Background: an optimization exercise with open tools, aiming at small area, a short achievable clock period and few clock cycles. Do not read the settings as production practice. At most, simulation tests tie the RTL to the original design; equivalence was not proved. Function not checked in runs 1 and 2: the RTL went through the layout flow alone. Power and IR drop assume default switching activity.

**flow/flow/run.sh**
```bash
#!/bin/bash
# Layout flow: the standard flow (standard.sh, unchanged synthesis),
# with the port buffers made of sky130_fd_sc_hd__buf_2 cells.
set -o pipefail
export BUFFER_PORTS_ARGS="-buffer_cell sky130_fd_sc_hd__buf_2"
bash standard.sh > standard.log 2>&1
```
**flow/standard.sh**
```bash
#!/bin/bash
# synth_recipe.tcl (not shown) runs the flow's synth.tcl, then flattens the netlist and writes it again
# the make line also repeats each setting of config.mk as NAME=value (left out here)
make -C /OpenROAD-flow-scripts/flow DESIGN_CONFIG=/design/flow/config.mk WORK_HOME=/design/flow/orfs CLKGATE_MAP_FILE= SYNTH_SCRIPT=/design/flow/synth_recipe.tcl "${@:-finish}"
```
**flow/config.mk**
```make
export PLATFORM = sky130hd
export DESIGN_NAME = cfc
export DESIGN_NICKNAME = cfc
export VERILOG_FILES = /design/flow/design.v
export SDC_FILE = /design/flow/constraint.sdc
export NUM_CORES = 4
export LEC_CHECK = 0
export ABC_AREA = 1
export CAP_MARGIN = 20
export CORE_MARGIN = 2
export CORE_UTILIZATION = 40
export SETUP_SLACK_MARGIN = 5
export SLEW_MARGIN = 20
```
**flow/constraint.sdc**
```tcl
create_clock -name core_clock -period 8.0 [get_ports {clk}]
set_input_delay 1.6000 -clock core_clock [delete_from_list [all_inputs] [get_ports {clk}]]
set_output_delay 1.6000 -clock core_clock [all_outputs]
set_load 0.01 [all_outputs]
```
**flow/design.v**
```verilog
module cfc_ecc_name (
    input  wire [4:0] seg,
    output reg  [4:0] name     
);
    always @(*) begin
        case (seg)
            5'h02: name = 5'd1;    
            5'h03: name = 5'd2;    
            5'h04: name = 5'd3;    
            5'h05: name = 5'd4;    
            5'h06: name = 5'd5;    
            5'h07: name = 5'd6;    
            5'h08: name = 5'd7;    
            5'h09: name = 5'd8;    
            5'h0A: name = 5'd9;    
            5'h0B: name = 5'd10;   
            5'h0C: name = 5'd11;   
            5'h0D: name = 5'd12;   
            5'h0E: name = 5'd13;   
            5'h0F: name = 5'd14;   
            5'h11: name = 5'd15;   
            5'h12: name = 5'd16;   
            5'h13: name = 5'd17;   
            5'h16: name = 5'd18;   
            5'h17: name = 5'd19;   
            5'h18: name = 5'd20;   
            5'h19: name = 5'd21;   
            5'h1A: name = 5'd22;   
            5'h1B: name = 5'd23;   
            5'h1C: name = 5'd24;   
            default: name = 5'd0;  
        endcase
    end
endmodule
module cfc_alc_decode (
    input  wire [4:0] bitno,
    output reg  [1:0] field,   
    output reg  [4:0] idbit    
);
    integer c;
    always @(*) begin
        field = 2'd0;
        idbit = 5'd0;
        for (c = 0; c < 32; c = c + 1)
            if (bitno == c) begin
                if (c <= 10)
                    idbit = 28 - c;
                else if (c == 11)
                    field = 2'd1;
                else if (c == 12)
                    field = 2'd2;
                else if (c == 31)
                    field = 2'd3;
                else
                    idbit = 30 - c;
            end
    end
endmodule
module cfc_classify (
    input  wire [7:0] sr,
    input  wire [7:0] ewlr,
    input  wire [7:0] rxerr,
    input  wire [7:0] txerr,
    output reg  [1:0] cls      
);
    function automatic ge8(input [7:0] a, input [7:0] b);
        integer j;
        reg gt, eq;
        begin
            gt = 1'b0;
            eq = 1'b1;
            for (j = 7; j >= 0; j = j - 1) begin
                gt = gt | (eq & a[j] & ~b[j]);
                eq = eq & ~(a[j] ^ b[j]);
            end
            ge8 = gt | eq;
        end
    endfunction
    always @(*) begin
        if (sr[7] || txerr == 8'd255)
            cls = 2'd3;
        else if (rxerr[7] || txerr[7])
            cls = 2'd2;
        else if (ge8(rxerr, ewlr) || ge8(txerr, ewlr))
            cls = 2'd1;
        else
            cls = 2'd0;
    end
endmodule
module cfc (
    input  wire         clk,
    input  wire         rst,            
    input  wire         cmd_valid,
    output wire         cmd_ready,
    input  wire [7:0]   cmd_word,
    input  wire         cmd_fmt,        
    input  wire [31:0]  cmd_id,         
    input  wire         cmd_rtr,
    input  wire [3:0]   cmd_dlc,
    input  wire [3:0]   cmd_len,
    input  wire [63:0]  cmd_data,
    input  wire [7:0]   cmd_mode,       
    input  wire [103:0] cmd_image,      
    input  wire [7:0]   cmd_byte,       
    input  wire [31:0]  cmd_cls,        
    input  wire [7:0]   cmd_index,      
    output wire         rsp_valid,
    output wire [3:0]   rsp_result,
    output wire         rsp_frame_some,
    output wire         rsp_fmt,
    output wire [28:0]  rsp_id,
    output wire         rsp_rtr,
    output wire [3:0]   rsp_dlc,
    output reg  [63:0]  rsp_data,
    output wire [103:0] rsp_image,
    output reg  [12:0]  rsp_image_wr,
    output wire [11:0]  rsp_status,
    output wire [7:0]   rsp_mode,
    output wire         rsp_ecc_cap_some,
    output wire [7:0]   rsp_ecc_cap,
    output wire         rsp_alc_cap_some,
    output wire [7:0]   rsp_alc_cap,
    output wire [1:0]   rsp_ecc_errc,
    output wire         rsp_ecc_dir,
    output wire [4:0]   rsp_ecc_seg,
    output wire [4:0]   rsp_ecc_name,
    output wire [4:0]   rsp_alc_bitno,
    output wire [1:0]   rsp_alc_field,
    output wire [4:0]   rsp_alc_idbit,
    output wire [1:0]   rsp_cls,
    output wire [7:0]   rsp_byte,
    output wire         ev_valid,
    output reg  [1:0]   ev_kind,        
    output wire [11:0]  ev_status,
    output wire         ev_completed,
    output wire         cs,
    output wire         bus_req,
    output reg          bus_we,
    output reg  [6:0]   bus_addr,
    output reg  [7:0]   bus_wdata,
    input  wire         bus_ready,
    input  wire [7:0]   bus_rdata,
    input  wire         bus_noresp,
    output wire         reset_pulse
);
    localparam [3:0] OP_TRANSMIT    = 4'h1,
                     OP_TRANSMIT_SS = 4'h2,
                     OP_ABORT       = 4'h3,
                     OP_TRY_RECEIVE = 4'h4,
                     OP_HANDLE_INT  = 4'h5,
                     OP_SET_MODE    = 4'h6,
                     OP_ACK_EVENTS  = 4'h7,
                     OP_READ_STATUS = 4'h8,
                     OP_RESET       = 4'h9,
                     OP_ENCODE      = 4'hA,
                     OP_DECODE      = 4'hB,
                     OP_DECODE_ECC  = 4'hC,
                     OP_DECODE_ALC  = 4'hD,
                     OP_CLASSIFY    = 4'hE,
                     OP_TX_READBACK = 4'hF;
    localparam [2:0] R_OK              = 3'd0,
                     R_TRANSMIT_BUSY   = 3'd1,
                     R_DEV_NOT_RESP    = 3'd2,
                     R_BUS_OFF         = 3'd3,
                     R_NOT_OPERATING   = 3'd4,
                     R_INVALID_FRAME   = 3'd5,
                     R_ILLEGAL_COMMAND = 3'd6,
                     R_INVALID_OPERAND = 3'd7;
    localparam [1:0] CLS_ACTIVE = 2'd0, CLS_WARNING = 2'd1,
                     CLS_PASSIVE = 2'd2, CLS_BUS_OFF = 2'd3;
    localparam [1:0] EV_STATUS = 2'd0, EV_FRAME = 2'd1,
                     EV_TXDONE = 2'd2, EV_WAKE  = 2'd3;
    localparam [4:0] P_TX_BUF   = 5'd0,
                     P_TX_CMD   = 5'd1,
                     P_ABORT    = 5'd2,
                     P_READBACK = 5'd3,
                     P_RX_SR    = 5'd4,
                     P_RX_BUF   = 5'd5,
                     P_RX_RMC   = 5'd6,
                     P_RX_RRB   = 5'd7,
                     P_RX_CDO   = 5'd8,
                     P_HI_IR    = 5'd9,
                     P_HI_ECC   = 5'd10,
                     P_HI_ALC   = 5'd11,
                     P_HI_SR    = 5'd12,
                     P_HI_EWLR  = 5'd13,
                     P_HI_RXERR = 5'd14,
                     P_HI_TXERR = 5'd15,
                     P_HI_TI    = 5'd16;
    reg        initialized, msg_waiting, bus_on, tx_busy, err_warning;
    reg        data_overrun, err_passive, arb_lost, bus_error;
    reg [1:0]  bus_class;
    reg        mode_rm, mode_lom, mode_stm, mode_sm;
    reg        ecc_valid, alc_valid;
    reg [7:0]  ecc_cap, alc_cap;
    reg        dev_fault;
    wire [11:0] status_word = {dev_fault, bus_class, bus_error, arb_lost,
                               err_passive, data_overrun, err_warning,
                               tx_busy, bus_on, msg_waiting, initialized};
    wire [7:0]  mode_byte = {3'b000, mode_sm, 1'b0, mode_stm, mode_lom, mode_rm};
    reg        acc;             
    reg        evph;            
    reg [4:0]  phase;
    reg        op_ss;           
    reg [2:0]  res;             
    reg        fsome;           
    reg        img_fmt, img_rtr;
    reg [3:0]  img_dlc;
    reg [95:0] img_b;
    wire [103:0] img = {img_b, img_fmt, img_rtr, 2'b00, img_dlc};
    reg [7:0]  byte_q;          
    reg [1:0]  cls_q;
    reg        ir_alc, ir_cls, ir_ri, ir_ti;    
    reg        sr7_q, rxp_q, rxw_q;             
    reg        rmc_q;                           
    reg        done_bit;
    reg        chg;             
    reg        pd_done, pd_wake, pd_frame;      
    reg        rp, rpw;         
    wire [3:0] k = bus_addr[3:0];
    wire [3:0] k_inc = {k[3] ^ (k[2] & k[1] & k[0]), k[2] ^ (k[1] & k[0]),
                        k[1] ^ k[0], ~k[0]};
    wire multi = (pd_done & (pd_wake | pd_frame | chg)) |
                 (pd_wake & (pd_frame | chg)) | (pd_frame & chg);
    wire last  = ~multi & ~rpw;
    reg        busy1;           
    reg        one_ev;          
    reg        rsp_ok;          
    reg        ev_any;          
    reg [1:0]  ev_kind_q;
    assign cmd_ready   = ~busy1 & ~(one_ev & chg);
    assign rsp_valid   = rsp_ok & ~(one_ev & chg);
    assign rsp_result  = {1'b0, res};
    assign ev_valid    = ev_any | (evph & chg);
    always @(*) ev_kind = ev_kind_q;
    assign ev_status    = status_word;
    assign ev_completed = done_bit;
    assign reset_pulse  = rp;
    assign cs           = acc;
    assign bus_req      = acc;
    wire [7:0] b1 = img_b[7:0];
    wire [7:0] b2 = img_b[15:8];
    wire [7:0] b3 = img_b[23:16];
    wire [7:0] b4 = img_b[31:24];
    assign rsp_frame_some = fsome;
    assign rsp_fmt  = img_fmt;
    assign rsp_rtr  = img_rtr;
    assign rsp_dlc  = img_dlc;
    assign rsp_id   = {b1, b2, b3, b4[7:3]};
    integer i;
    always @(*) rsp_data = img_b[95:32];
    assign rsp_image = img;
    wire [3:0] ndata = img_rtr ? 4'd0 : img_dlc;
    reg  [7:0] dth;             
    always @(*) begin
        dth[0] = |ndata;
        dth[1] = ndata[3] | ndata[2] | ndata[1];
        dth[2] = ndata[3] | ndata[2] | (ndata[1] & ndata[0]);
        dth[3] = ndata[3] | ndata[2];
        dth[4] = ndata[3] | (ndata[2] & (ndata[1] | ndata[0]));
        dth[5] = ndata[3] | (ndata[2] & ndata[1]);
        dth[6] = ndata[3] | (ndata[2] & ndata[1] & ndata[0]);
        dth[7] = ndata[3];
    end
    reg  [3:0] nbm1;
    always @(*) begin
        nbm1 = 4'd0;
        for (i = 0; i < 9; i = i + 1)
            if (ndata == i)
                nbm1 = img_fmt ? i + 4 : i + 2;
    end
    wire last_byte = (k != 4'd0) && (k == nbm1);
    assign rsp_status       = status_word;
    assign rsp_mode         = mode_byte;
    assign rsp_ecc_cap_some = ecc_valid;
    assign rsp_ecc_cap      = ecc_cap;
    assign rsp_alc_cap_some = alc_valid;
    assign rsp_alc_cap      = alc_cap;
    assign rsp_ecc_errc  = byte_q[7:6];
    assign rsp_ecc_dir   = byte_q[5];
    assign rsp_ecc_seg   = byte_q[4:0];
    assign rsp_alc_bitno = byte_q[4:0];
    wire [4:0] ecc_name_d, alc_idbit_d;
    wire [1:0] alc_field_d;
    cfc_ecc_name u_ecc (.seg(cmd_byte[4:0]), .name(ecc_name_d));
    cfc_alc_decode u_alc (.bitno(cmd_byte[4:0]), .field(alc_field_d), .idbit(alc_idbit_d));
    reg  [4:0] ecc_name_q, alc_idbit_q;
    reg  [1:0] alc_field_q;
    always @(posedge clk) begin
        ecc_name_q  <= ecc_name_d;
        alc_field_q <= alc_field_d;
        alc_idbit_q <= alc_idbit_d;
    end
    assign rsp_ecc_name  = ecc_name_q;
    wire [3:0] c_ndata = cmd_rtr ? 4'd0 : cmd_dlc;
    reg  [7:0] cth;
    reg  [12:3] wr_d;
    reg  [12:3] wr_q;
    always @(*) begin
        cth[0] = |c_ndata;
        cth[1] = c_ndata[3] | c_ndata[2] | c_ndata[1];
        cth[2] = c_ndata[3] | c_ndata[2] | (c_ndata[1] & c_ndata[0]);
        cth[3] = c_ndata[3] | c_ndata[2];
        cth[4] = c_ndata[3] | (c_ndata[2] & (c_ndata[1] | c_ndata[0]));
        cth[5] = c_ndata[3] | (c_ndata[2] & c_ndata[1]);
        cth[6] = c_ndata[3] | (c_ndata[2] & c_ndata[1] & c_ndata[0]);
        cth[7] = c_ndata[3];
        wr_d[3]  = cmd_fmt | cth[0];
        wr_d[4]  = cmd_fmt | cth[1];
        for (i = 5; i < 11; i = i + 1)
            wr_d[i] = cmd_fmt ? cth[i-5] : cth[i-3];
        wr_d[11] = cmd_fmt & cth[6];
        wr_d[12] = cmd_fmt & cth[7];
    end
    always @(posedge clk) wr_q <= wr_d;
    always @(*) rsp_image_wr = {wr_q, 3'b111};
    assign rsp_alc_field = alc_field_q;
    assign rsp_alc_idbit = alc_idbit_q;
    assign rsp_cls  = cls_q;
    assign rsp_byte = byte_q;
    wire       acpt  = cmd_valid & cmd_ready;
    wire [3:0] cw    = cmd_word[3:0];
    wire       legal = (cmd_word[7:4] == 4'h0) && (cw != 4'h0);
    wire       sel_img = cmd_word[3] & cmd_word[0];
    wire idx_big = (|cmd_index[7:4]) | (cmd_index[3] & cmd_index[2] & (cmd_index[1] | cmd_index[0]));
    wire wf = (cmd_fmt ? (cmd_id[31:29] == 3'd0) : (cmd_id[31:11] == 21'd0)) &
              (~cmd_dlc[3] | (cmd_dlc[2:0] == 3'd0)) &
              (cmd_rtr ? (cmd_len == 4'd0) : (cmd_len == cmd_dlc));
    reg [95:0] enc_b;
    always @(*) begin
        if (cmd_fmt) begin
            enc_b[7:0]   = cmd_id[28:21];
            enc_b[15:8]  = cmd_id[20:13];
            enc_b[23:16] = cmd_id[12:5];
            enc_b[31:24] = {cmd_id[4:0], 3'b000};
            enc_b[95:32] = cmd_data;
        end else begin
            enc_b[7:0]   = cmd_id[10:3];
            enc_b[15:8]  = {cmd_id[2:0], 5'b00000};
            enc_b[79:16] = cmd_data;
            enc_b[95:80] = cmd_data[63:48];
        end
    end
    function [3:0] clamp8(input [3:0] d);
        clamp8 = (d[3] & (|d[2:0])) ? 4'd8 : d;
    endfunction
    wire [1:0] cmd_class;
    cfc_classify u_cls_cmd (
        .sr(cmd_cls[7:0]), .ewlr(cmd_cls[15:8]), .rxerr(cmd_cls[23:16]),
        .txerr(cmd_cls[31:24]), .cls(cmd_class)
    );
    function automatic ge8(input [7:0] a, input [7:0] b);
        integer j;
        reg gt, eq;
        begin
            gt = 1'b0;
            eq = 1'b1;
            for (j = 7; j >= 0; j = j - 1) begin
                gt = gt | (eq & a[j] & ~b[j]);
                eq = eq & ~(a[j] ^ b[j]);
            end
            ge8 = gt | eq;
        end
    endfunction
    wire       ge_ewlr = ge8(bus_rdata, byte_q);
    wire       tx_bo = sr7_q | (bus_rdata == 8'd255);
    wire       tx_ps = rxp_q | bus_rdata[7];
    wire       tx_wn = rxw_q | ge_ewlr;
    wire [1:0] int_class = tx_bo ? CLS_BUS_OFF : tx_ps ? CLS_PASSIVE :
                           tx_wn ? CLS_WARNING : CLS_ACTIVE;
    reg        initialized_n, msg_waiting_n, bus_on_n, tx_busy_n, err_warning_n;
    reg        data_overrun_n, err_passive_n, arb_lost_n, bus_error_n;
    reg [1:0]  bus_class_n;
    reg        mode_rm_n, mode_lom_n, mode_stm_n, mode_sm_n;
    reg        ecc_valid_n, alc_valid_n, dev_fault_n;
    reg [7:0]  ecc_cap_n, alc_cap_n;
    reg        acc_n, evph_n, op_ss_n, fsome_n;
    reg [4:0]  phase_n;
    reg [2:0]  res_n;
    reg        img_fmt_n, img_rtr_n;
    reg [3:0]  img_dlc_n;
    reg [7:0]  byte_q_n;
    reg [1:0]  cls_q_n;
    reg        ir_alc_n, ir_cls_n, ir_ri_n, ir_ti_n;
    reg        sr7_q_n, rxp_q_n, rxw_q_n, rmc_q_n, done_bit_n;
    reg        chg_n, pd_done_n, pd_wake_n, pd_frame_n, rp_n, rpw_n;
    reg        bus_we_n;
    reg [6:0]  bus_addr_n;
    reg [7:0]  bus_wdata_n;
    reg        no_chg;         
    reg        do_apply;       
    reg        chg_m;          
    wire [10:0] status_n = {bus_class_n, bus_error_n, arb_lost_n,
                            err_passive_n, data_overrun_n, err_warning_n,
                            tx_busy_n, bus_on_n, msg_waiting_n, initialized_n};
    wire [7:0] ci1 = cmd_image[15:8];
    wire [7:0] ci2 = cmd_image[23:16];
    reg  [95:0] dec_b;
    always @(*) begin
        if (cmd_image[7])
            dec_b = cmd_image[103:8];
        else begin
            dec_b[7:0]   = 8'd0;
            dec_b[15:8]  = 8'd0;
            dec_b[23:16] = {2'b00, ci1[7:2]};
            dec_b[31:24] = {ci1[1:0], ci2[7:5], 3'b000};
            dec_b[95:32] = cmd_image[87:24];
        end
    end
    wire rx_wr = acc & bus_ready & (phase == P_RX_BUF);
    reg  [95:0] img_rx;         
    reg  [95:0] img_rx_en;      
    always @(*) begin
        img_rx    = {12{bus_rdata}};
        img_rx_en = 96'd0;
        if (img_fmt) begin
            for (i = 1; i < 13; i = i + 1)
                if (k == i)
                    img_rx_en[8*(i-1) +: 8] = 8'hFF;
        end else begin
            img_rx[23:0]  = {2'b00, bus_rdata[7:2], 16'd0};
            img_rx[31:24] = {bus_rdata[1:0], bus_rdata[7:5], 3'b000};
            if (k == 4'd1)
                img_rx_en[31:0] = 32'hC0FF_FFFF;
            if (k == 4'd2)
                img_rx_en[31:24] = 8'h38;
            for (i = 5; i < 13; i = i + 1)
                if (k == i - 2)
                    img_rx_en[8*(i-1) +: 8] = 8'hFF;
        end
    end
    always @(posedge clk) begin
        for (i = 0; i < 96; i = i + 1) begin
            if (cmd_ready)
                img_b[i] <= sel_img ? dec_b[i] : enc_b[i];
            else if (rx_wr & img_rx_en[i])
                img_b[i] <= img_rx[i];
        end
    end
    reg  [7:0]   img_next;
    always @(*) begin
        img_next = 8'd0;
        for (i = 0; i < 12; i = i + 1)
            if (k == i)
                img_next = img[8*(i+1) +: 8];
    end
    task automatic go_phase(input [4:0] p, input we, input [6:0] a, input [7:0] d);
        begin
            phase_n     = p;
            bus_we_n    = we;
            bus_addr_n  = a;
            bus_wdata_n = d;
        end
    endtask
    task automatic end_access;
        begin
            acc_n  = 1'b0;
            evph_n = 1'b1;
        end
    endtask
    task automatic hi_after_cls(input ri, input ti);
        begin
            if (ri)
                msg_waiting_n = 1'b1;
            if (ti)
                go_phase(P_HI_TI, 1'b0, 7'd2, 8'd0);
            else
                end_access;
        end
    endtask
    task automatic hi_after_ecc(input alc, input cls, input ri, input ti);
        begin
            if (alc) begin
                arb_lost_n = 1'b1;
                go_phase(P_HI_ALC, 1'b0, 7'd11, 8'd0);
            end else if (cls)
                go_phase(P_HI_SR, 1'b0, 7'd2, 8'd0);
            else
                hi_after_cls(ri, ti);
        end
    endtask
    task automatic clear_state;
        begin
            initialized_n  = 1'b0;
            msg_waiting_n  = 1'b0;
            bus_on_n       = 1'b0;
            tx_busy_n      = 1'b0;
            err_warning_n  = 1'b0;
            data_overrun_n = 1'b0;
            err_passive_n  = 1'b0;
            arb_lost_n     = 1'b0;
            bus_error_n    = 1'b0;
            bus_class_n    = CLS_ACTIVE;
            mode_rm_n      = 1'b1;
            mode_lom_n     = 1'b0;
            mode_stm_n     = 1'b0;
            mode_sm_n      = 1'b0;
            ecc_valid_n    = 1'b0;
            alc_valid_n    = 1'b0;
            dev_fault_n    = 1'b0;
        end
    endtask
    always @(*) begin
        initialized_n  = initialized;
        msg_waiting_n  = msg_waiting;
        bus_on_n       = bus_on;
        tx_busy_n      = tx_busy;
        err_warning_n  = err_warning;
        data_overrun_n = data_overrun;
        err_passive_n  = err_passive;
        arb_lost_n     = arb_lost;
        bus_error_n    = bus_error;
        bus_class_n    = bus_class;
        mode_rm_n      = mode_rm;
        mode_lom_n     = mode_lom;
        mode_stm_n     = mode_stm;
        mode_sm_n      = mode_sm;
        ecc_valid_n    = ecc_valid;
        alc_valid_n    = alc_valid;
        dev_fault_n    = dev_fault;
        ecc_cap_n      = ecc_cap;
        alc_cap_n      = alc_cap;
        acc_n          = acc;
        evph_n         = evph;
        op_ss_n        = op_ss;
        fsome_n        = fsome;
        phase_n        = phase;
        res_n          = res;
        img_fmt_n      = img_fmt;
        img_rtr_n      = img_rtr;
        img_dlc_n      = img_dlc;
        byte_q_n       = byte_q;
        cls_q_n        = cls_q;
        ir_alc_n       = ir_alc;
        ir_cls_n       = ir_cls;
        ir_ri_n        = ir_ri;
        ir_ti_n        = ir_ti;
        sr7_q_n        = sr7_q;
        rxp_q_n        = rxp_q;
        rxw_q_n        = rxw_q;
        rmc_q_n        = rmc_q;
        done_bit_n     = done_bit;
        chg_n          = chg;
        pd_done_n      = pd_done;
        pd_wake_n      = pd_wake;
        pd_frame_n     = pd_frame;
        rp_n           = 1'b0;
        rpw_n          = rpw;
        bus_we_n       = bus_we;
        bus_addr_n     = bus_addr;
        bus_wdata_n    = bus_wdata;
        no_chg         = 1'b0;
        do_apply       = 1'b0;
        if (evph) begin
            if (rpw) begin
                rpw_n = 1'b0;
                rp_n  = 1'b1;
            end else if (pd_done)
                pd_done_n = 1'b0;
            else if (pd_wake)
                pd_wake_n = 1'b0;
            else if (pd_frame)
                pd_frame_n = 1'b0;
            else
                chg_n = 1'b0;
            if (last)
                evph_n = 1'b0;
        end
        if (cmd_ready) begin
            if (sel_img) begin
                img_fmt_n = cmd_image[7];
                img_rtr_n = cmd_image[6];
                img_dlc_n = clamp8(cmd_image[3:0]);
            end else begin
                img_fmt_n = cmd_fmt;
                img_rtr_n = cmd_rtr;
                img_dlc_n = cmd_dlc;
            end
            byte_q_n = cmd_byte;
            cls_q_n  = cmd_class;
            op_ss_n  = (cw == OP_TRANSMIT_SS);
            fsome_n  = sel_img;
            case (cw)
                OP_ABORT:       go_phase(P_ABORT,    1'b1, 7'd1, 8'h02);
                OP_TRY_RECEIVE: go_phase(P_RX_SR,    1'b0, 7'd2, 8'h00);
                OP_HANDLE_INT:  go_phase(P_HI_IR,    1'b0, 7'd3, 8'h00);
                OP_TX_READBACK: go_phase(P_READBACK, 1'b0, {3'b110, cmd_index[3:0]}, 8'h00);
                default:        go_phase(P_TX_BUF,   1'b1, 7'd16,
                                         {cmd_fmt, cmd_rtr, 2'b00, cmd_dlc});
            endcase
            res_n = R_OK;
            if (!legal) begin
                res_n = R_ILLEGAL_COMMAND;
            end else begin
                case (cw)
                OP_TRANSMIT, OP_TRANSMIT_SS: begin
                    if (dev_fault)
                        res_n = R_DEV_NOT_RESP;
                    else if (!wf)
                        res_n = R_INVALID_FRAME;
                    else if (bus_class == CLS_BUS_OFF)
                        res_n = R_BUS_OFF;
                    else if (mode_rm || mode_lom || mode_sm)
                        res_n = R_NOT_OPERATING;
                    else if (tx_busy)
                        res_n = R_TRANSMIT_BUSY;
                end
                OP_ABORT, OP_HANDLE_INT: begin
                    if (dev_fault)
                        res_n = R_DEV_NOT_RESP;
                end
                OP_TRY_RECEIVE: begin
                    if (dev_fault)
                        res_n = R_DEV_NOT_RESP;
                    else if (mode_rm)
                        res_n = R_NOT_OPERATING;
                end
                OP_SET_MODE: begin
                    if (dev_fault)
                        res_n = R_DEV_NOT_RESP;
                    else if (cmd_mode[7:5] != 3'b000)
                        res_n = R_INVALID_OPERAND;
                end
                OP_ENCODE: begin
                    if (!wf)
                        res_n = R_INVALID_FRAME;
                end
                OP_TX_READBACK: begin
                    if (dev_fault)
                        res_n = R_DEV_NOT_RESP;
                    else if (idx_big)
                        res_n = R_INVALID_OPERAND;
                end
                default: ;
                endcase
            end
        end
        if (acpt) begin
            chg_n      = 1'b0;
            pd_done_n  = 1'b0;
            pd_wake_n  = 1'b0;
            pd_frame_n = 1'b0;
            rpw_n      = 1'b0;
            acc_n      = 1'b0;
            evph_n     = 1'b1;
            if (legal) begin
                case (cw)
                OP_TRANSMIT, OP_TRANSMIT_SS: begin
                    if (!dev_fault && wf && bus_class != CLS_BUS_OFF &&
                        !mode_rm && !mode_lom && !mode_sm && !tx_busy) begin
                        acc_n  = 1'b1;
                        evph_n = 1'b0;
                    end
                end
                OP_ABORT: begin
                    if (!dev_fault && tx_busy) begin
                        acc_n  = 1'b1;
                        evph_n = 1'b0;
                    end
                end
                OP_TRY_RECEIVE: begin
                    if (!dev_fault && !mode_rm) begin
                        acc_n  = 1'b1;
                        evph_n = 1'b0;
                    end
                end
                OP_HANDLE_INT: begin
                    if (!dev_fault) begin
                        acc_n  = 1'b1;
                        evph_n = 1'b0;
                    end
                end
                OP_SET_MODE: begin
                    if (!dev_fault && cmd_mode[7:5] == 3'b000) begin
                        mode_rm_n  = cmd_mode[0];
                        mode_lom_n = cmd_mode[1];
                        mode_stm_n = cmd_mode[2];
                        mode_sm_n  = cmd_mode[4];
                        tx_busy_n  = 1'b0;
                        if (!cmd_mode[0]) begin
                            initialized_n = 1'b1;
                            bus_on_n      = 1'b1;
                            if (bus_class == CLS_BUS_OFF)
                                bus_class_n = CLS_ACTIVE;
                        end else begin
                            bus_on_n = 1'b0;
                        end
                    end
                end
                OP_ACK_EVENTS: begin
                    arb_lost_n  = 1'b0;
                    bus_error_n = 1'b0;
                end
                OP_RESET: begin
                    clear_state;
                    no_chg = 1'b1;
                    if (rp)
                        rpw_n = 1'b1;
                    else
                        rp_n  = 1'b1;
                end
                OP_TX_READBACK: begin
                    if (!dev_fault && !idx_big) begin
                        acc_n  = 1'b1;
                        evph_n = 1'b0;
                    end
                end
                default: ;
                endcase
            end
        end else if (acc && bus_ready) begin
            if (bus_noresp) begin
                dev_fault_n = 1'b1;
                res_n       = R_DEV_NOT_RESP;
                pd_done_n   = 1'b0;
                pd_wake_n   = 1'b0;
                pd_frame_n  = 1'b0;
                end_access;
            end else begin
                case (phase)
                P_TX_BUF: begin
                    if (last_byte) begin
                        tx_busy_n = 1'b1;
                        go_phase(P_TX_CMD, 1'b1, 7'd1,
                                 {3'b000, mode_stm, 2'b00, op_ss, ~mode_stm});
                    end else begin
                        bus_addr_n  = {3'b001, k_inc};
                        bus_wdata_n = img_next;
                    end
                end
                P_TX_CMD, P_ABORT: end_access;
                P_READBACK: begin
                    byte_q_n = bus_rdata;
                    end_access;
                end
                P_RX_SR: begin
                    if (!bus_rdata[0]) begin
                        msg_waiting_n = 1'b0;
                        end_access;
                    end else begin
                        fsome_n = 1'b1;
                        go_phase(P_RX_BUF, 1'b0, 7'd16, 8'h00);
                    end
                end
                P_RX_BUF: begin
                    if (k == 4'd0) begin
                        img_fmt_n = bus_rdata[7];
                        img_rtr_n = bus_rdata[6];
                        img_dlc_n = clamp8(bus_rdata[3:0]);
                    end
                    if (last_byte)
                        go_phase(P_RX_RMC, 1'b0, 7'd29, 8'h00);
                    else
                        bus_addr_n = {3'b001, k_inc};
                end
                P_RX_RMC: begin
                    rmc_q_n = |bus_rdata[4:1];
                    go_phase(P_RX_RRB, 1'b1, 7'd1, 8'h04);
                end
                P_RX_RRB: begin
                    msg_waiting_n = rmc_q;
                    pd_frame_n    = 1'b1;
                    if (data_overrun)
                        go_phase(P_RX_CDO, 1'b1, 7'd1, 8'h08);
                    else
                        end_access;
                end
                P_RX_CDO: begin
                    data_overrun_n = 1'b0;
                    end_access;
                end
                P_HI_IR: begin
                    ir_alc_n  = bus_rdata[6];
                    ir_cls_n  = bus_rdata[5] | bus_rdata[2];
                    ir_ri_n   = bus_rdata[0];
                    ir_ti_n   = bus_rdata[1];
                    pd_wake_n = bus_rdata[4];
                    if (bus_rdata[3])
                        data_overrun_n = 1'b1;
                    if (bus_rdata[7]) begin
                        bus_error_n = 1'b1;
                        go_phase(P_HI_ECC, 1'b0, 7'd12, 8'h00);
                    end else
                        hi_after_ecc(bus_rdata[6], bus_rdata[5] | bus_rdata[2],
                                     bus_rdata[0], bus_rdata[1]);
                end
                P_HI_ECC: begin
                    ecc_cap_n   = bus_rdata;
                    ecc_valid_n = 1'b1;
                    hi_after_ecc(ir_alc, ir_cls, ir_ri, ir_ti);
                end
                P_HI_ALC: begin
                    alc_cap_n   = bus_rdata;
                    alc_valid_n = 1'b1;
                    if (ir_cls)
                        go_phase(P_HI_SR, 1'b0, 7'd2, 8'h00);
                    else
                        hi_after_cls(ir_ri, ir_ti);
                end
                P_HI_SR: begin
                    sr7_q_n = bus_rdata[7];
                    go_phase(P_HI_EWLR, 1'b0, 7'd13, 8'h00);
                end
                P_HI_EWLR: begin
                    byte_q_n = bus_rdata;
                    go_phase(P_HI_RXERR, 1'b0, 7'd14, 8'h00);
                end
                P_HI_RXERR: begin
                    rxp_q_n = bus_rdata[7];
                    rxw_q_n = ge_ewlr;
                    go_phase(P_HI_TXERR, 1'b0, 7'd15, 8'h00);
                end
                P_HI_TXERR: begin
                    do_apply = 1'b1;
                    hi_after_cls(ir_ri, ir_ti);
                end
                P_HI_TI: begin
                    tx_busy_n  = 1'b0;
                    done_bit_n = bus_rdata[3];
                    pd_done_n  = 1'b1;
                    end_access;
                end
                default: end_access;
                endcase
            end
        end
        chg_m = chg_n | (!no_chg && (status_n != status_word[10:0]));
    end
    reg  [1:0] bus_class_f;
    reg        bus_on_f, err_warning_f, err_passive_f, mode_rm_f;
    always @(*) begin
        bus_class_f   = bus_class_n;
        bus_on_f      = bus_on_n;
        err_warning_f = err_warning_n;
        err_passive_f = err_passive_n;
        mode_rm_f     = mode_rm_n;
        if (do_apply) begin
            if (int_class == CLS_BUS_OFF) begin
                bus_class_f   = CLS_BUS_OFF;
                bus_on_f      = 1'b0;
                err_warning_f = 1'b0;
                err_passive_f = 1'b0;
                mode_rm_f     = 1'b1;
            end else if (bus_class != CLS_BUS_OFF) begin
                bus_class_f   = int_class;
                err_warning_f = (int_class == CLS_WARNING);
                err_passive_f = (int_class == CLS_PASSIVE);
            end
        end
    end
    wire not_bo = (bus_class != CLS_BUS_OFF);
    wire chg_bo = not_bo | bus_on | err_warning | err_passive;
    wire chg_ps = not_bo & ((bus_class != CLS_PASSIVE) | err_warning | ~err_passive);
    wire chg_wn = not_bo & ((bus_class != CLS_WARNING) | ~err_warning | err_passive);
    wire chg_ac = not_bo & ((bus_class != CLS_ACTIVE) | err_warning | err_passive);
    wire chg_cls = tx_bo ? chg_bo : tx_ps ? chg_ps : tx_wn ? chg_wn : chg_ac;
    wire chg_f = chg_m | (do_apply & chg_cls);
    wire ev_ge1 = pd_done_n | pd_wake_n | pd_frame_n;
    wire ev_ge2 = (pd_done_n & (pd_wake_n | pd_frame_n)) | (pd_wake_n & pd_frame_n);
    always @(posedge clk) begin
        if (rst) begin
            busy1  <= 1'b0;
            one_ev <= 1'b0;
            rsp_ok <= 1'b0;
            ev_any <= 1'b0;
        end else begin
            busy1  <= acc_n | (evph_n & (ev_ge2 | rpw_n));
            one_ev <= evph_n & ev_ge1 & ~ev_ge2 & ~rpw_n;
            rsp_ok <= evph_n & ~ev_ge2 & ~rpw_n;
            ev_any <= evph_n & ev_ge1;
        end
        if (pd_done_n)       ev_kind_q <= EV_TXDONE;
        else if (pd_wake_n)  ev_kind_q <= EV_WAKE;
        else if (pd_frame_n) ev_kind_q <= EV_FRAME;
        else                 ev_kind_q <= EV_STATUS;
    end
    always @(posedge clk) begin
        if (rst) begin
            initialized  <= 1'b0;
            msg_waiting  <= 1'b0;
            bus_on       <= 1'b0;
            tx_busy      <= 1'b0;
            err_warning  <= 1'b0;
            data_overrun <= 1'b0;
            err_passive  <= 1'b0;
            arb_lost     <= 1'b0;
            bus_error    <= 1'b0;
            bus_class    <= CLS_ACTIVE;
            mode_rm      <= 1'b1;
            mode_lom     <= 1'b0;
            mode_stm     <= 1'b0;
            mode_sm      <= 1'b0;
            ecc_valid    <= 1'b0;
            alc_valid    <= 1'b0;
            dev_fault    <= 1'b0;
            acc          <= 1'b0;
            evph         <= 1'b0;
            chg          <= 1'b0;
            pd_done      <= 1'b0;
            pd_wake      <= 1'b0;
            pd_frame     <= 1'b0;
            rp           <= 1'b0;
            rpw          <= 1'b0;
        end else begin
            initialized  <= initialized_n;
            msg_waiting  <= msg_waiting_n;
            bus_on       <= bus_on_f;
            tx_busy      <= tx_busy_n;
            err_warning  <= err_warning_f;
            data_overrun <= data_overrun_n;
            err_passive  <= err_passive_f;
            arb_lost     <= arb_lost_n;
            bus_error    <= bus_error_n;
            bus_class    <= bus_class_f;
            mode_rm      <= mode_rm_f;
            mode_lom     <= mode_lom_n;
            mode_stm     <= mode_stm_n;
            mode_sm      <= mode_sm_n;
            ecc_valid    <= ecc_valid_n;
            alc_valid    <= alc_valid_n;
            dev_fault    <= dev_fault_n;
            acc          <= acc_n;
            evph         <= evph_n;
            chg          <= chg_f;
            pd_done      <= pd_done_n;
            pd_wake      <= pd_wake_n;
            pd_frame     <= pd_frame_n;
            rp           <= rp_n;
            rpw          <= rpw_n;
        end
        ecc_cap   <= ecc_cap_n;
        alc_cap   <= alc_cap_n;
        op_ss     <= op_ss_n;
        fsome     <= fsome_n;
        phase     <= phase_n;
        res       <= res_n;
        img_fmt   <= img_fmt_n;
        img_rtr   <= img_rtr_n;
        img_dlc   <= img_dlc_n;
        byte_q    <= byte_q_n;
        cls_q     <= cls_q_n;
        ir_alc    <= ir_alc_n;
        ir_cls    <= ir_cls_n;
        ir_ri     <= ir_ri_n;
        ir_ti     <= ir_ti_n;
        sr7_q     <= sr7_q_n;
        rxp_q     <= rxp_q_n;
        rxw_q     <= rxw_q_n;
        rmc_q     <= rmc_q_n;
        done_bit  <= done_bit_n;
        bus_we    <= bus_we_n;
        bus_addr  <= bus_addr_n;
        bus_wdata <= bus_wdata_n;
    end
endmodule
```
==> results_dict.tcl, run 1 <==
set metrics [dict create \
    routabilityCongestion 1.001 \
    clock-root-buffer "clkbuf_16" \
    die-area_sq_mm 0.04222 \
    hold_class "register to register" \
    min_period_over_period 0.3736 \
    ios 618 \
    cp.buffers_inverters 1 \
    setup_tns_ns 0 \
    cpMaxStageDelayCell "edfxtp_1" \
    crit_type "register to output pin" \
    setup_viol 0 \
    synth_area_sq_mm 0.01624 \
    cts_tree "built" \
    synthArstFlopShare 0 \
    core_area_sq_mm 0.03991 \
    initial_core_util 0.4068 \
    yosysMostFrequentCell "nand2_1" \
    ys_ff_latch 217 \
    power_density_mw_per_mm2 171.3 \
    max-slew-margin-rel 0.3846 \
    hold_viol 0 \
    die_x_microns 205.5 \
    cts_max_level 1 \
    grt-ovfl-total 0 \
    outcome "complete, no violations" \
    ant_nets 0 \
    min_path_cells 2 \
    rr_endpoint "bus_addr[3]" \
    grt_max_degree 90 \
    total_power_uw 3472 \
    cpPeakStageDelay_ns 0.59 \
    cts_buffers 27 \
    track_usage 0.3782 \
    ir_drop_uv 155.3 \
    crit_family "flip-flops" \
    holdCritStartpoint "bus_addr[5]" \
    area_growth_pct 24.80 \
    multiInputGateArea_sq_mm 0.008456 \
    antenna_found_initial 5 \
    seq_area_sq_mm 0.005595 \
    fin_skew_ns 0.02391 \
    required_ns 6.40 \
    dr.pass1.iters 6 \
    utilization 0.5077 \
    yosysWarnings 4 \
    hold_end "bus_addr[5]" \
    vias 19680 \
    worst_pin_slew_ns 0.9169 \
    grt_pass1_vias 18033 \
    row_count 73 \
    leakage_uw 0.01006 \
    ys_seq_area_frac 0.3440 \
    rrSetupSlack_ns 5.13 \
    drv_slew 0 \
    drive_gt1_frac 0.2850 \
    reg2reg_from "chg" \
    insertion_delay_ns 0.59 \
    synth_common_cells "nand2_1, o21ai_0, nor2_1, inv_1, a21oi_1" \
    io_buffers 597 \
    synth-edff-count 124 \
    synth_area_leaders "edfxtp_1, nand2_1, dfxtp_1, o21ai_0, buf_4" \
    cts_num_sinks 217 \
    synthCells 2429 \
    path_cells "buf_2" \
    nets 3184 \
    worst_ep_arrival_time_ns 1.39 \
    ys_types 58 \
    grt_pass1_wl_microns 117600 \
    rsz0062_at_grt "true" \
    endpoint_kind "output pin" \
    wl_per_cell_microns 24.63 \
    drt-vias-per-instance 5.733 \
    synth_ff_type "edfxtp_1" \
    period_needed_ns 2.989 \
    synth_top_cell_by_area "edfxtp_1" \
    startpoint_type "register" \
    hold_buffers 0 \
    timing.fmax_mhz 334.6 \
    hpwl_microns 64630 \
    cts_buffer_depth 3 \
    max_cap_violations 0 \
    drt_wl_total_microns 84540 \
    synth_top_area_share 0.2293 \
    drcViolationCount 0 \
    fill_cells 4129 \
    reg2regPathDepth 14 \
    avgSynthCellArea_sq_um 6.685 \
    chipHeight_microns 205.5 \
    cp_max_fo 3 \
    drt-initial-drc-count 2221 \
    path_clk_slew_ns 0.06 \
    whs_ns 0.4701 \
]
==> power by group <==
group	leakage [uW]	internal [uW]	switching [uW]
Clock	0.000429	751	537
Combinational	0.00758	289	528
Sequential	0.00205	1270	99.6
==> per-stage QoR <==
| stage | cells | setup slack (ns) | cell area (sq um) |
|---|---|---|---|
| after floorplan | 2437 | 5.019 | 16320 |
| after global placement | 3331 | 3.602 | 18570 |
| after detailed placement | 3331 | 3.527 | 18570 |
| after CTS | 3396 | 4.896 | 19770 |
| after global routing | 3432 | 4.950 | 20260 |
| final | 3433 | 5.011 | 20270 |
==> metal layers <==
layer  vias up  routed length, microns  track usage
li1       8872                       -            -
met1      9276                   32260       0.4752
met2      1270                   39190       0.6178
met3       260                    8027      0.07159
met4         2                    5060       0.1942
met5         -                      11            0
==> sequential cells by signal, summed over array words and instances (netlist names), 4 cells and up <==
signal       count
alc_idbit_q      5
bus_wdata        8
ecc_cap          8
bus_addr         7
phase            5
alc_cap          8
img_b           96
byte_q           8
wr_q            10
ecc_name_q       5
img_dlc          4
==> layout by cell type, fill, tap and decap left out, types with 10 or more instances in the layout <==
| cell | synthesis | routed |
|---|---|---|
| nand2_1 | 657 | 651 |
| buf_2 | 7 | 589 |
| o21ai_0 | 255 | 252 |
| nor2_1 | 244 | 230 |
| inv_1 | 226 | 213 |
| a21oi_1 | 167 | 163 |
| edfxtp_1 | 124 | 124 |
| nand3_1 | 113 | 110 |
| dfxtp_1 | 93 | 89 |
| buf_4 | 149 | 50 |
| a221o_1 | 30 | 30 |
| o211ai_1 | 29 | 29 |
| clkbuf_16 | 0 | 28 |
| nor3_1 | 27 | 26 |
| inv_2 | 25 | 25 |
| nor2_2 | 16 | 21 |
| nand4_1 | 21 | 21 |
| nor2_4 | 6 | 15 |
| clkinv_1 | 11 | 13 |
| clkinvlp_4 | 0 | 11 |
| nand2_2 | 10 | 11 |
| a22oi_1 | 11 | 11 |
| ha_1 | 12 | 11 |
| conb_1 | 2 | 10 |
==> cell families (layout without fill, tap and decap cells) <==
| family | count (synthesis) | after routing | synth area share |
|---|---|---|---|
| AO/OA/AOI/OAI | 562 | 562 | 0.1990 |
| XOR/XNOR | 4 | 4 | 0.002158 |
| adder cells (fa/ha/maj) | 12 | 12 | 0.009246 |
| buffers and inverters | 503 | 969 | 0.1530 |
| flip-flops | 217 | 217 | 0.3440 |
| other | 2 | 13 | 0.0004625 |
| AND/OR/NAND/NOR | 1129 | 1131 | 0.2922 |
==> how the worst max path moves through the flow <==
stage / end / cells after the start / slack [ns] / startpoint
after floorplan: img_b[14] / 9 / 5.02 / cmd_fmt
after global placement: img_b[5] / 9 / 3.60 / cmd_image[7]
after detailed placement: img_b[7] / 9 / 3.53 / cmd_image[7]
after CTS: cmd_ready / 4 / 4.90 / chg
after global routing: chg / 15 / 4.95 / cmd_word[2]
final: rsp_image[50] / 1 / 5.01 / img_b[42]
==> area by class of cell <==
cell class	count	area share
multi-input combinational	1719	0.4172
sequential	217	0.2761
timing repair buffer	654	0.1747
inverter	263	0.05316
clock buffer	32	0.03427
tap	525	0.03241
clock inverter	17	0.01013
timing repair inverter	3	0.001605
antenna	3	0.0003704
==> timing repair <==
| item | CTS | global route |
|---|---|---|
| pin swaps | 3 | 9 |
| setup buffers | 13 | 31 |
| cloned | 3 | 3 |
| resized for setup | 38 | 63 |
| endpoints found under the hold margin | 0 | 0 |
| setup endpoints to repair | 202 | 99 |
==> worst reg2reg max path, stage by stage, from the launching register on <==
cell     delay, ns
dfxtp_4       0.39
nand2_8       0.09
nand2_8       0.11
buf_4         0.20
buf_4         0.28
buf_4         0.65
nor2_2        0.19
nand2_1       0.11
o21ai_1       0.08
inv_1         0.14
nor2_1        0.06
nor3_1        0.23
nand3_1       0.11
nand2_1       0.06
o21ai_1       0.05
==> run 2: changes to the inputs <==
==> flow/flow/run.sh (replaced) <==
#!/bin/bash
# Layout flow: the standard flow (standard.sh, unchanged synthesis),
# with the port buffers made of sky130_fd_sc_hd__buf_2 cells and the timing
# repair aiming at a setup slack margin of 5.15 ns.
set -o pipefail
export BUFFER_PORTS_ARGS="-buffer_cell sky130_fd_sc_hd__buf_2"
sed 's/SETUP_SLACK_MARGIN=[0-9.]*/SETUP_SLACK_MARGIN=5.15/' standard.sh > standard_m.sh
bash standard_m.sh > standard.log 2>&1
==> results_dict.tcl, run 2 <==
set metrics [dict create \
    outcome "complete, no violations" \
    required_ns 6.40 \
    setup_tns_ns 0 \
    reg2reg_from "busy1" \
    synthCells 2429 \
    startpoint_type "register" \
    clock-root-buffer "clkbuf_16" \
    drt-initial-drc-count 2315 \
    met2_usage 0.6324 \
    place_area_sq_mm 0.01867 \
    worst_pin_slew_ns 0.8699 \
    endpoint_kind "output pin" \
    synth_top_area_share 0.2293 \
    hpwl_microns 63360 \
    drive_gt1_frac 0.3108 \
    cts_tree "built" \
    fill_cells 4112 \
    fin_skew_ns 0.01441 \
    grt_max_degree 90 \
    drv_slew 0 \
    area_growth_pct 27.43 \
    antenna_found_initial 1 \
    grt_pass1_vias 18315 \
    cts_buffers 27 \
    gr-usage-met3 0.08236 \
    core_area_sq_mm 0.03991 \
    hold_buffers 0 \
    die-area_sq_mm 0.04222 \
    synth_area_leaders "edfxtp_1, nand2_1, dfxtp_1, o21ai_0, buf_4" \
    cp-endpoint "cmd_ready" \
    hold_class "register to register" \
    synth_area_sq_mm 0.01624 \
    rr_endpoint "bus_addr[4]" \
    dr.pass1.iters 6 \
    timing.fmax_mhz 321.4 \
    wl_per_cell_microns 24.75 \
    period_needed_ns 3.111 \
    grt.busiest_layer "met2" \
    yosysWarnings 4 \
    synthArstFlopShare 0 \
    antennaDiodeCount 0 \
    yosysMostFrequentCell "nand2_1" \
    ys_types 58 \
    crit_cells 5 \
    crit_family "buffers and inverters" \
    io_buffers 597 \
    ant_nets 0 \
    final_cell_mix "nand2_1, buf_2, o21ai_0" \
    cp.buffers_inverters 4 \
    grt_use_met1 0.4777 \
    die_x_microns 205.5 \
    path_cells "clkinvlp_4 > nand2_8 > clkinv_16 > buf_16 > buf_6" \
    whs_ns 0.4758 \
    power_density_mw_per_mm2 166.5 \
    cts_max_level 1 \
    rrSetupSlack_ns 5.26 \
    hold_viol 0 \
    top_register "img_b" \
    synth_common_cells "nand2_1, o21ai_0, nor2_1, inv_1, a21oi_1" \
    worst_ep_arrival_time_ns 1.51 \
    insertion_delay_ns 0.57 \
    ir_drop_uv 159.5 \
    ios 618 \
    initial_core_util 0.4068 \
    grt-ovfl-total 0 \
    drcViolationCount 0 \
    max-slew-margin-rel 0.4162 \
    row_count 73 \
    leakage_uw 0.01016 \
    drt_wl_total_microns 85130 \
    chipHeight_microns 205.5 \
    nets 3193 \
    cpPeakStageDelay_ns 0.34 \
    cts_buffer_depth 3 \
    cpMaxStageDelayCell "dfxtp_2" \
    ys_seq_area_frac 0.3440 \
    path_clk_slew_ns 0.07 \
    reg_top3 "img_b x96, wr_q x10" \
    utilization 0.5184 \
    max_cap_violations 0 \
    design_area_sq_mm 0.02069 \
    track_usage 0.3841 \
    min_period_over_period 0.3889 \
    crit_type "register to output pin" \
    final_common_cell "nand2_1" \
    vias 19695 \
    largest_register_ff_count 96 \
    synth-edff-count 124 \
    avgSynthCellArea_sq_um 6.685 \
    synth_ff_type "edfxtp_1" \
    grt_pass1_wl_microns 119100 \
    routabilityCongestion 0.9978 \
    rsz0062_at_grt "true" \
    setup_viol 0 \
    ys_ff_latch 217 \
    cp-startpoint "busy1" \
    cts_num_sinks 217 \
    synth_top_cell_by_area "edfxtp_1" \
    drt-vias-per-instance 5.725 \
    reg2regPathDepth 14 \
    cp_max_fo 2 \
]
==> run 2: cell families (layout without fill, tap and decap cells) <==
| family | after synthesis | after routing | share of synthesized area |
|---|---|---|---|
| buffers and inverters | 503 | 979 | 0.1530 |
| other | 2 | 10 | 0.0004625 |
| adders and majority gates | 12 | 12 | 0.009246 |
| and+or+nand+nor | 1129 | 1131 | 0.2922 |
| AOI/OAI and AO/OA | 562 | 562 | 0.1990 |
| xor gates and xnor gates | 4 | 4 | 0.002158 |
| DFF | 217 | 217 | 0.3440 |
==> run 2: through the flow <==
step / setup slack, ns / cells / total power (uW)
detailed placement: 3.735 / 3327 / 2143
CTS: 4.889 / 3421 / 3401
finish: 4.889 / 3440 / 3445
global placement: 3.751 / 3327 / 2139
global route: 4.864 / 3440 / 3546
floorplan: 5.070 / 2437 / 1808
==> run 2: worst min path at each step <==
stage	startpoint	to	slack (ns)	cells after the start
after floorplan	mode_lom	mode_lom	0.46	2
after global placement	bus_addr[6]	bus_addr[6]	0.45	2
after detailed placement	bus_addr[5]	bus_addr[5]	0.47	2
after CTS	bus_addr[5]	bus_addr[5]	0.48	2
after global routing	bus_addr[5]	bus_addr[5]	0.51	2
final	bus_addr[5]	bus_addr[5]	0.48	2
==> run 2: timing repair <==
| item | in CTS | in global routing |
|---|---|---|
| gates cloned | 8 | 1 |
| gates resized for setup | 77 | 89 |
| setup buffers | 36 | 18 |
| pin swaps | 7 | 18 |
| endpoints found under the setup margin | 279 | 148 |
==> run 2: area by class of cell <==
cell class | instances | area (sq um) | share of cell area
Inverter | 263 | 1111 | 0.05369
Multi-Input combinational cell | 1719 | 8658 | 0.4184
Clock buffer | 32 | 694.4 | 0.03356
Clock inverter | 18 | 171.4 | 0.008284
Sequential cell | 217 | 5617 | 0.2714
Timing Repair Buffer | 663 | 3746 | 0.1810
Timing Repair inverter | 3 | 37.54 | 0.001814
Tap cell | 525 | 656.9 | 0.03175
==> run 2: worst register-to-register path: stages, from the launching register on <==
cell and delay, ns:
dfxtp_2 0.34, clkinvlp_4 0.13, nand2_8 0.14, buf_4 0.21, buf_4 0.20, buf_4 0.32, buf_6 0.42, nor2_2 0.13
inv_2 0.09, nor2_4 0.05, inv_4 0.11, nand2_2 0.09, o22ai_2 0.23, and2_1 0.15, inv_1 0.04
==> run 2: where the power goes <==
group,switching [uW],internal (uW),total [uW]
Clock,551,692,1240
Combinational,537,302,839
Sequential,95.5,1270,1360
Total,1180,2260,3440
==> run 2: per-layer routing <==
layer	wire length, microns	vias to the layer above
met3	8838	230
li1	-	8891
met5	13	-
met4	4482	2
met2	39500	1254
met1	32300	9318
==> run 3: changes to the inputs <==
--- a/flow/design.v
+++ b/flow/design.v
@@ -38,21 +38,13 @@
     output reg  [4:0] idbit    
 );
-    integer c;
+    wire le10 = ~bitno[4] & ~(bitno[3] & (bitno[2] | (bitno[1] & bitno[0])));
     always @(*) begin
-        field = 2'd0;
-        idbit = 5'd0;
-        for (c = 0; c < 32; c = c + 1)
-            if (bitno == c) begin
-                if (c <= 10)
-                    idbit = 28 - c;
-                else if (c == 11)
-                    field = 2'd1;
-                else if (c == 12)
-                    field = 2'd2;
-                else if (c == 31)
-                    field = 2'd3;
-                else
-                    idbit = 30 - c;
-            end
+        case (bitno)
+            5'd11:   field = 2'd1;
+            5'd12:   field = 2'd2;
+            5'd31:   field = 2'd3;
+            default: field = 2'd0;
+        endcase
+        idbit = ~bitno - (le10 ? 5'd3 : 5'd1);
     end
 endmodule
@@ -409,4 +401,5 @@
     end
     wire rx_wr = acc & bus_ready & (phase == P_RX_BUF);
+    wire tx_sh = acc & bus_ready & (phase == P_TX_BUF);
     reg  [95:0] img_rx;         
     reg  [95:0] img_rx_en;      
@@ -434,15 +427,11 @@
             if (cmd_ready)
                 img_b[i] <= sel_img ? dec_b[i] : enc_b[i];
+            else if (tx_sh && i < 88)
+                img_b[i] <= img_b[i+8];
             else if (rx_wr & img_rx_en[i])
                 img_b[i] <= img_rx[i];
         end
     end
-    reg  [7:0]   img_next;
-    always @(*) begin
-        img_next = 8'd0;
-        for (i = 0; i < 12; i = i + 1)
-            if (k == i)
-                img_next = img[8*(i+1) +: 8];
-    end
+    wire [7:0]   img_next = img_b[7:0];
     task automatic go_phase(input [4:0] p, input we, input [6:0] a, input [7:0] d);
         begin
==> flow/flow/run.sh (replaced) <==
#!/bin/bash
# Layout flow: the standard flow (standard.sh, unchanged synthesis),
# with the port buffers made of sky130_fd_sc_hd__buf_2 cells.
set -o pipefail
export BUFFER_PORTS_ARGS="-buffer_cell sky130_fd_sc_hd__buf_2"
bash standard.sh > standard.log 2>&1
--- a/flow/config.mk
+++ b/flow/config.mk
@@ -10,4 +10,5 @@
 export CORE_MARGIN = 2
 export CORE_UTILIZATION = 40
+export CTS_BUF_LIST = sky130_fd_sc_hd__clkbuf_4 sky130_fd_sc_hd__clkbuf_8
 export SETUP_SLACK_MARGIN = 5
 export SLEW_MARGIN = 20
==> results_dict.tcl, run 3 <==
set metrics [dict create \
    reg_top3 "img_b x96, wr_q x10" \
    synth-edff-count 124 \
    cts_buffer_depth 3 \
    min_path_cells 2 \
    worst_pin_slew_ns 0.7888 \
    setup_tns_ns 0 \
    grt_max_degree 74 \
    vias 17943 \
    power_frac_clock 0.367 \
    drv_slew 0 \
    power_density_mw_per_mm2 170.4 \
    synthCells 2114 \
    final_cell_mix "buf_2, nand2_1, o21ai_0" \
    synthArstFlopShare 0 \
    top_register "img_b" \
    ys_ff_latch 217 \
    synth_common_cells "nand2_1, o21ai_0, nor2_1, inv_1" \
    io_buffers 597 \
    synth_top_area_share 0.2448 \
    holdCritStartpoint "bus_addr[6]" \
    worst_ep_arrival_time_ns 1.40 \
    cpPeakStageDelay_ns 0.58 \
    ys_types 66 \
    die-area_sq_mm 0.03960 \
    hold_viol 0 \
    insertion_delay_ns 0.58 \
    nets 2884 \
    routabilityCongestion 1.034 \
    initial_core_util 0.4047 \
    fin_skew_ns 0.01719 \
    drt-initial-drc-count 2079 \
    min_period_over_period 0.3747 \
    area_growth_pct 26.10 \
    p_sw_frac 0.3297 \
    cp.buffers_inverters 1 \
    drt_wl_total_microns 78930 \
    endpoint_kind "output pin" \
    total_power_uw 3268 \
    grt_pass1_vias 16048 \
    rsz0062_at_grt "true" \
    final_common_cell "buf_2" \
    period_needed_ns 2.998 \
    synth_area_sq_mm 0.01521 \
    crit_family "flip-flops" \
    ant_nets 0 \
    hold_end "bus_addr[6]" \
    row_count 71 \
    synth_area_leaders "edfxtp_1, dfxtp_1, nand2_1, buf_4, o21ai_0" \
    rrSetupSlack_ns 5.29 \
    largest_register_ff_count 96 \
    cp_max_fo 3 \
    cpMaxStageDelayCell "edfxtp_1" \
    fill_cells 3961 \
    grt-ovfl-total 0 \
    die_x_microns 199.0 \
    leakage_uw 0.009042 \
    reg2reg_from "phase[0]" \
    ys_seq_area_frac 0.3673 \
    hold_class "register to register" \
    path_cells "buf_2" \
    crit_type "register to output pin" \
    wl_per_cell_microns 25.25 \
    hold_buffers 0 \
    drive_gt1_frac 0.3215 \
    cts_num_sinks 217 \
    p_sw_uw 1078 \
    avgSynthCellArea_sq_um 7.194 \
    cts_buffers 43 \
    ios 618 \
    setup_viol 0 \
    ir_drop_uv 71.66 \
    design_area_sq_mm 0.01918 \
    required_ns 6.40 \
    chipHeight_microns 199.0 \
    timing.fmax_mhz 333.6 \
    p_int_uw 2191 \
    core_area_sq_mm 0.03758 \
    dr.pass1.iters 6 \
    rr_endpoint "img_b[81]" \
    drcViolationCount 0 \
    max_cap_violations 0 \
    clock-root-buffer "clkbuf_8" \
    cts_max_level 2 \
    power_frac_seq 0.417 \
    yosysWarnings 12 \
    yosysMostFrequentCell "nand2_1" \
    power_frac_comb 0.216 \
    outcome "complete, no violations" \
    hpwl_microns 59320 \
    grt_pass1_wl_microns 108300 \
    max-slew-margin-rel 0.4722 \
    reg2regPathDepth 6 \
    startpoint_type "register" \
    place_area_sq_mm 0.01752 \
    cts_tree "built" \
    synth_top_cell_by_area "edfxtp_1" \
    antenna_found_initial 5 \
    track_usage 0.3754 \
    drt-vias-per-instance 5.740 \
    path_clk_slew_ns 0.07 \
    synth_ff_type "edfxtp_1" \
]
run 3: cell count changes after synthesis, moves of 25 or more:
cell / previous run / this run
a221o_1: 30 / 0
a31oi_1: 9 / 41
nand2_1: 657 / 407
nand3_1: 113 / 88
nor2_1: 244 / 218
o21ai_0: 255 / 223
run 3: metrics by stage:
step	hold slack (ns)	cells	setup slack, ns	util
2_1_floorplan	0.4587	2122	4.915	-
3_3_place_gp	0.4505	3007	3.490	0.4662
3_5_place_dp	0.4526	3007	3.512	0.4662
4_1_cts	0.4612	3100	4.802	0.5005
5_1_grt	0.4873	3125	4.938	0.5103
6_report	0.4561	3126	5.002	0.5103
run 3: cells by family after synthesis:
group / synth area share
AND/OR/NAND/NOR: 0.2364
AO/OA/AOI/OAI: 0.2270
buffers and inverters: 0.1548
flip-flops: 0.3673
adder cells (fa/ha/maj): 0.01119
XOR/XNOR: 0.002879
other: 0.0004938
run 3: metal layers:
layer	part of all wire	GRT usage	routed length (microns)	vias up
met5	0.00033	0	26	-
met4	0.047	0.1548	3723	4
met3	0.11	0.08138	8646	199
met1	0.38	0.4908	30230	8495
li1	-	-	-	8055
met2	0.46	0.6009	36300	1190
run 3: worst max path at each step:
stage	cells after the start	end	slack (ns)	start
after detailed placement	9	img_b[16]	3.51	cmd_word[3]
after CTS	5	cmd_ready	4.80	chg
after global placement	10	img_b[0]	3.49	cmd_word[0]
after global routing	15	chg	4.94	bus_rdata[1]
final	1	rsp_image[91]	5.00	img_b[83]
after floorplan	4	img_b[48]	4.92	bus_ready
run 3: area by class of cell:
| cell class | instances | area, sq um | share of cell area |
|---|---|---|---|
| antenna | 2 | 5.005 | 0.0002610 |
| clock buffer | 67 | 847.1 | 0.04417 |
| clock inverter | 7 | 32.53 | 0.001696 |
| inverter | 229 | 912.1 | 0.04756 |
| multi-input combinational | 1439 | 7472 | 0.3896 |
| sequential | 217 | 5595 | 0.2918 |
| tap | 511 | 639.4 | 0.03334 |
| timing repair buffer | 652 | 3656 | 0.1906 |
| timing repair inverter | 2 | 17.52 | 0.0009134 |
run 3: repair_timing:
item                       in CTS  in global routing
pin swaps                       2                  6
gates cloned                    6                  4
gates resized for setup        47                 28
buffers inserted               13                 20
hold endpoints to repair        0                  0
setup endpoints to repair     267                 94
run 3: power groups by stage:
stage | Sequential (uW) | Combinational [uW] | Clock, uW
6_report | 1360 | 707 | 1200
5_1_grt | 1370 | 756 | 1250
4_1_cts | 1360 | 674 | 1210
3_5_place_dp | 1390 | 656 | 0
3_3_place_gp | 1380 | 654 | 0
2_1_floorplan | 1370 | 359 | 0
run 3: worst register-to-register path: stages (launching register included):
cell and delay, ns:
dfxtp_1 0.63, nand2_2 0.20, nor2_4 0.25, inv_1 0.11, nor2_2 0.28, o211ai_1 0.25, o21ai_2 0.62
Testbench counts of run 3, summed over its fixed seeds: cycles 93,800.
==> run 4: changes to the inputs <==
--- a/flow/config.mk
+++ b/flow/config.mk
@@ -9,6 +9,5 @@
 export CAP_MARGIN = 20
 export CORE_MARGIN = 2
-export CORE_UTILIZATION = 40
-export CTS_BUF_LIST = sky130_fd_sc_hd__clkbuf_4 sky130_fd_sc_hd__clkbuf_8
+export CORE_UTILIZATION = 35
 export SETUP_SLACK_MARGIN = 5
 export SLEW_MARGIN = 20
==> results_dict.tcl, run 4 <==
set metrics [dict create \
    setup_tns_ns 0 \
    required_ns 6.40 \
    avgSynthCellArea_sq_um 7.194 \
    rsz0062_at_grt "true" \
    worst_ep_arrival_time_ns 1.41 \
    max_cap_violations 0 \
    ys_ff_latch 217 \
    ys_types 66 \
    final_cell_mix "buf_2, nand2_1, nor2_1" \
    antenna_found_initial 7 \
    setup_viol 0 \
    yosysWarnings 12 \
    hold_class "register to register" \
    grt-ovfl-total 0 \
    drt_wl_total_microns 77500 \
    crit_family "flip-flops" \
    yosysMostFrequentCell "nand2_1" \
    utilization 0.4451 \
    insertion_delay_ns 0.56 \
    initial_core_util 0.3538 \
    dr.pass1.iters 6 \
    synth-edff-count 124 \
    final_common_cell "buf_2" \
    ant_nets 0 \
    synth_ff_type "edfxtp_1" \
    synthArstFlopShare 0 \
    cpPeakStageDelay_ns 0.63 \
    power_density_mw_per_mm2 171.6 \
    startpoint_type "register" \
    antennaDiodeCount 0 \
    drcViolationCount 0 \
    core_area_sq_mm 0.04298 \
    grt_max_degree 80 \
    crit_type "register to output pin" \
    max-slew-margin-rel 0.4423 \
    cts_tree "built" \
    ys_seq_area_frac 0.3673 \
    synthCells 2114 \
    track_usage 0.3254 \
    routabilityCongestion 0.9728 \
    cts_max_level 1 \
    die_x_microns 212.5 \
    cpMaxStageDelayCell "edfxtp_1" \
    top_register "img_b" \
    outcome "complete, no violations" \
    leakage_uw 0.008917 \
    period_needed_ns 3.012 \
    clock-root-buffer "clkbuf_16" \
    cts_buffer_depth 3 \
    synth_top_cell_by_area "edfxtp_1" \
    worst_pin_slew_ns 0.8365 \
    area_growth_pct 25.80 \
    drv_slew 0 \
    cts_buffers 26 \
    endpoint_kind "output pin" \
    min_period_over_period 0.3766 \
    path_clk_slew_ns 0.06 \
    wl_per_cell_microns 24.52 \
    nets 2856 \
    reg_top3 "img_b x96, wr_q x10" \
    row_count 76 \
    synth_area_sq_mm 0.01521 \
    largest_register_ff_count 96 \
    synth_area_leaders "edfxtp_1, dfxtp_1, nand2_1, buf_4, o21ai_0" \
    grt_pass1_vias 16159 \
    io_buffers 597 \
    hpwl_microns 59930 \
    timing.fmax_mhz 332.0 \
    ios 618 \
    chipHeight_microns 212.5 \
    drt-vias-per-instance 5.618 \
    fin_skew_ns 0.01386 \
    vias 17758 \
    total_power_uw 3283 \
    synth_top_area_share 0.2448 \
    drive_gt1_frac 0.3094 \
    hold_viol 0 \
    ir_drop_uv 116.5 \
    grt_pass1_wl_microns 107600 \
    cts_num_sinks 217 \
    drt-initial-drc-count 2315 \
    cp_max_fo 3 \
    dp_cells 3084 \
    synth_common_cells "nand2_1, o21ai_0, nor2_1, inv_1" \
    instances_no_fill 3161 \
    cp.buffers_inverters 1 \
    die-area_sq_mm 0.04514 \
    path_cells "buf_2" \
]
-- run 4: metal layers --
layer | global-route usage | part of all wire
met5 | 0 | 0.00088
met4 | 0.1073 | 0.034
met3 | 0.08951 | 0.11
met2 | 0.5132 | 0.46
met1 | 0.4297 | 0.40
-- run 4: worst paths after layout --
| check | start | end | cells past startpoint | slack, ns |
|---|---|---|---|---|
| hold / removal | fsome | fsome | 2 | 0.47 |
| setup / recovery | img_b[91] | rsp_image[99] | 1 | 4.99 |
| hold reg to reg | fsome | fsome | 2 | 0.47 |
| setup reg to reg | phase[0] | img_b[20] | 12 | 5.19 |
-- run 4: timing repair --
| item | 4_1_cts | 5_1_grt |
|---|---|---|
| hold buffers | 0 | 0 |
| endpoints found under the setup margin | 251 | 70 |
| setup buffers | 13 | 11 |
| cloned | 4 | 1 |
| hold endpoints to repair | 0 | 0 |
| gates resized for setup | 58 | 30 |
| pin swaps | 3 | 1 |
-- run 4: report_power, final --
part           switching, uW  total, uW  internal (uW)
clock                    497       1210            713
sequential              95.3       1360           1260
combinational            452        713            261
total                   1040       3280           2240
-- run 4: logic make-up (layout without fill, tap and decap cells) --
group	count (synthesis)	in the layout	share of synthesized area
AOI/OAI and AO/OA	586	586	0.2270
xor gates and xnor gates	5	5	0.002879
adders and majority gates	13	13	0.01119
buffers and inverters	467	921	0.1548
DFF	217	217	0.3673
other	2	10	0.0004938
and+or+nand+nor	824	824	0.2364
-- run 4: cell type report --
class	count	area, sq um
Clock buffer	41	759.5
Timing Repair inverter	1	8.758
Fill cell	4543	23850
Sequential cell	217	5593
Timing Repair Buffer	643	3547
Inverter	229	909.6
Multi-Input combinational cell	1438	7498
Tap cell	585	732.0
Clock inverter	7	83.83
-- run 4: worst register-to-register path, cell delays in order (launching register included) --
cell	delay [ns]
dfxtp_1	0.43
nor2_4	0.22
nand2_1	0.16
nor2_4	0.25
inv_2	0.11
nor2_4	0.11
buf_12	0.24
buf_16	0.27
nor2_1	0.11
nand2_1	0.18
nand2_1	0.12
a211oi_1	0.21
a41oi_1	0.10
-- run 4: metrics by stage --
stage               hold slack (ns)  setup slack, ns  area (sq um)
floorplan                    0.4587            4.915         15240
global placement             0.4487            3.466         17630
detailed placement           0.4548            3.432         17630
CTS                          0.4669            4.998         18920
global route                 0.4844            4.973         19130
finish                       0.4650            4.988         19130

==> static timing again, ports no longer ideal <==
Ports are ideal in the flow. The routed layouts listed here were re-timed in OpenROAD.
Step 1, drivers: a clkbuf_16 drives clk and a buf_2 each remaining input, both assumed.
Step 2, shift: input delay + t, output delay - t, t = (earliest + latest rising clock arrival at the registers) / 2. This alone moves slack from input paths to output paths.
Slacks: ideal ports / drivers / drivers and shift; pairs: ideal ports / drivers.
| run | shift t [ns] | setup WS [ns] | hold slack, ns | worst register clock-pin slew, ns |
|---|---|---|---|---|
| run 1 | 0.633 | 5.011 / 4.955 / 4.498 | 0.470 / 0.470 / 0.470 | 0.07 / 0.07 |
| run 2 | 0.622 | 4.889 / 4.829 / 4.463 | 0.476 / 0.476 / 0.476 | 0.07 / 0.07 |
| run 3 | 0.621 | 5.002 / 4.952 / 4.417 | 0.456 / 0.456 / 0.456 | 0.07 / 0.07 |
| run 4 | 0.607 | 4.988 / 4.930 / 4.418 | 0.465 / 0.465 / 0.465 | 0.06 / 0.06 |
After both steps setup and hold are still met in every run listed. For run 3, which loses most, drivers alone change the setup slack by -0.050 ns; drivers and shift together by -0.585 ns.
